Context: an optimization exercise on an open-source flow, tuned for small area, a short achievable clock period and few clock cycles per item. The choices shown serve that exercise and are no tape-out recipe. In this exercise RTL edits were held to simulation tests only and were not proved equivalent to the original.

## JK
// alpha_compositor
module alpha_compositor (
    input  wire         clk,
    input  wire         rst,         
    input  wire         cmd_valid,
    output wire         cmd_ready,
    input  wire [127:0] cmd,
    output reg          rsp_valid,
    input  wire         rsp_ready,
    output wire [47:0]  rsp
);
For scale: about 2400 cells after synthesis, roughly 180 I/O pins, roughly 18000 um^2 of cells after synthesis.
==> flow/config.mk <==
export PLATFORM = sky130hd
export DESIGN_NAME = alpha_compositor
export DESIGN_NICKNAME = alpha_compositor
export VERILOG_FILES = /design/flow/design.v
export SDC_FILE = /design/flow/constraint.sdc
export NUM_CORES = 4
export LEC_CHECK = 0
export ABC_AREA = 1
export CAP_MARGIN = 20
export CORE_MARGIN = 2
export CORE_UTILIZATION = 60
export CTS_CLUSTER_DIAMETER = 100
export CTS_CLUSTER_SIZE = 30
export SLEW_MARGIN = 75
==> flow/constraint.sdc <==
create_clock -name core_clock -period 33.0 [get_ports {clk}]
set_input_delay 6.6000 -clock core_clock [delete_from_list [all_inputs] [get_ports {clk}]]
set_output_delay 6.6000 -clock core_clock [all_outputs]
set_load 0.01 [all_outputs]
standard.sh (not shown) runs the stock make flow with config.mk's settings and CLKGATE_MAP_FILE= SYNTH_SCRIPT=/design/flow/synth_recipe.tcl, a recipe that flattens the netlist after the stock synthesis.
==> flow/flow/run.sh <==
#!/bin/bash
# The standard layout, with sky130_fd_sc_hd__buf_1 as the buffer that
# buffer_ports puts on every input and output port.
set -euo pipefail
export BUFFER_PORTS_ARGS="-buffer_cell sky130_fd_sc_hd__buf_1"
bash standard.sh > standard_flow.log 2>&1
Testbench counts of JK, summed over its fixed seeds: cycles 18,018, items 18,000.
### JK -> MS
diff --git a/flow/config.mk b/flow/config.mk
--- a/flow/config.mk
+++ b/flow/config.mk
@@ -12,3 +12,3 @@
 export CTS_CLUSTER_DIAMETER = 100
 export CTS_CLUSTER_SIZE = 30
-export SLEW_MARGIN = 75
+export SLEW_MARGIN = 60
Results
- Sort MS and JK by wire length on met3 desc -> top: MS
- Relative to JK, final worst slack has gone up in MS.
- Per the comparison of MS with JK, count of clock-buffer cells in the layout lower, met1 routed wirelength after detailed routing fell about 1.5%.
- Clock skew on MS is behind JK.
## Diff of input files: AL against MS
diff --git a/flow/config.mk b/flow/config.mk
--- a/flow/config.mk
+++ b/flow/config.mk
@@ -12,3 +12,3 @@
 export CTS_CLUSTER_DIAMETER = 100
 export CTS_CLUSTER_SIZE = 30
-export SLEW_MARGIN = 60
+export SLEW_MARGIN = 85
==> run notes <==
Against MS, AL comes in about 20% higher on footprint of the multi-input gates. AL vs MS, highest cell delay on the worst timing path went up by 0.06 ns. AL: wire length of the first global-routing pass higher than MS. AL: all stages complete, timing, DRC and antenna checks passed. When AL is set beside MS, its largest net degree at the start of global routing turns out to be 30% smaller.

========
== job 105 ==
Another version of the RTL of alpha_compositor (not shown whole).
For scale: about 2500 cells after synthesis, ~210 flip-flops, roughly 18000 sq um of cells after synthesis.
Settings: LEC_CHECK=0, ABC_AREA=1, CAP_MARGIN=20, CORE_MARGIN=2, CORE_UTILIZATION=40, SLEW_MARGIN=20; clock period 33.0 ns.
run.sh (not shown) runs the stock make flow with config.mk's settings and CLKGATE_MAP_FILE= SYNTH_SCRIPT=/design/flow/synth_recipe.tcl, a recipe that flattens the netlist after the stock synthesis.
Stock flow here: none of the scripts above is used.
Job 105 finished every step from synthesis to the final layout, and the layout passed the timing, design-rule and antenna checks.
Testbench counts of job 105, summed over its fixed seeds: cycles 18,018, items 18,000.
The following lists how job 103 was set up differently from job 105:
- CAP_MARGIN: 20 -> 50
- SLEW_MARGIN: 20 -> 50
Findings:
~same sum of met2 wire segment lengths after detailed routing in job 103 and job 105. The number of buffers added by the clock tree synthesis step was comparable across job 103 and job 105. | post-route non-filler standard cell count | job 103 vs job 105 | ≈ equal |.

========
alpha_compositor with an RTL version that a note above also has.
Size in the first run: roughly 2400 cells after synthesis, roughly 210 flip-flops, roughly 180 I/O pins.
==> flow/config.mk <==
export PLATFORM = sky130hd
export DESIGN_NAME = alpha_compositor
export DESIGN_NICKNAME = alpha_compositor
export VERILOG_FILES = /design/flow/design.v
export SDC_FILE = /design/flow/constraint.sdc
export NUM_CORES = 4
export LEC_CHECK = 0
export ABC_AREA = 1
export CAP_MARGIN = 20
export CORE_MARGIN = 2
export CORE_UTILIZATION = 60
export CTS_CLUSTER_DIAMETER = 100
export CTS_CLUSTER_SIZE = 30
export SLEW_MARGIN = 50
==> flow/constraint.sdc <==
create_clock -name core_clock -period 33.0 [get_ports {clk}]
set_input_delay 6.6000 -clock core_clock [delete_from_list [all_inputs] [get_ports {clk}]]
set_output_delay 6.6000 -clock core_clock [all_outputs]
set_load 0.01 [all_outputs]
standard.sh (not shown) runs the stock make flow with config.mk's settings and CLKGATE_MAP_FILE= SYNTH_SCRIPT=/design/flow/synth_recipe.tcl, a recipe that flattens the netlist after the stock synthesis.
Scripts as last shown in full above: flow/flow/run.sh
Testbench counts at the start, summed over its fixed seeds: cycles 18,018, items 18,000.
Change:
Settings changed: SLEW_MARGIN 50 to 70.
Result: The new run finished with timing, DRC and antenna clean. Wire length grows by 1.3%. Hold slack is about the same. Worst setup slack improves by 0.019 ns.

========
Another version of the RTL of alpha_compositor (not shown whole).
Size in the first run: ~2400 cells after synthesis, roughly 210 flip-flops, ~180 I/O pins, about 18000 sq um of cells after synthesis.
// alpha_compositor
module alpha_compositor (
    input  wire         clk,
    input  wire         rst,         
    input  wire         cmd_valid,
    output wire         cmd_ready,
    input  wire [127:0] cmd,
    output reg          rsp_valid,
    input  wire         rsp_ready,
    output wire [47:0]  rsp
);
clock: 33.0 ns
lec_check: 0
abc_area: 1
cap_margin: 20
core_margin: 2
core_utilization: 60
cts_cluster_diameter: 100
cts_cluster_size: 30
place_density: 0.8
slew_margin: 70
Scripts as last shown in full above: flow/flow/run.sh
The first run passed the timing, design-rule and antenna checks.
Testbench counts at the start, summed over its fixed seeds: cycles 18,018, items 18,000.
Next try:
PLACE_DENSITY = not set   (was 0.8)
After rerunning: Area after synthesis does not change; clock-buffer cell count does not change; synthesized cell count is unchanged; setup slack is better by 0.018 ns; global-route usage grows by 0.20 points.

afterwards: timing with drivers on the ports:
The results above use ideal ports. As a check the final layouts listed here were re-extracted and re-timed, cells and wires unchanged.
Step 1 assumes that a clkbuf_16 drives the clock port and a buf_2 every other input.
Step 2 times the ports against the registers' clock, not the clock port: input delays grow and output delays shrink by t, the midpoint of the rising clock arrivals with the driver on.
Three values: no drivers, after step 1, after step 2; two values: the first two.
| run | t (ns) | setup slack, ns | worst hold slack (ns) | cell pins on the clock port's net |
|---|---|---|---|---|
| JK | 0.520 | 25.227 / 25.190 / 24.957 | 0.430 / 0.430 / 0.430 | 1 |
| MS | 0.520 | 25.248 / 25.209 / 24.927 | 0.421 / 0.421 / 0.421 | 1 |
| AL | 0.534 | 21.016 / 21.016 / 21.016 | 0.421 / 0.421 / 0.421 | 1 |
| job 105 | 0.607 | 24.453 / 24.480 / 23.874 | 0.409 / 0.409 / 0.409 | 1 |
| job 103 | 0.609 | 24.812 / 24.756 / 24.233 | 0.410 / 0.410 / 0.410 | 1 |
| the first run of note 3 | 0.529 | 25.226 / 25.183 / 24.920 | 0.422 / 0.422 / 0.422 | 1 |
| the second run of note 3 | 0.532 | 25.245 / 25.204 / 24.944 | 0.421 / 0.421 / 0.421 | 1 |
| the first run of note 4 | 0.550 | 25.232 / 25.175 / 24.748 | 0.435 / 0.435 / 0.435 | 1 |
| the second run of note 4 | 0.547 | 25.250 / 25.194 / 24.881 | 0.415 / 0.415 / 0.415 | 1 |
After both steps setup and hold are still met in every run listed.
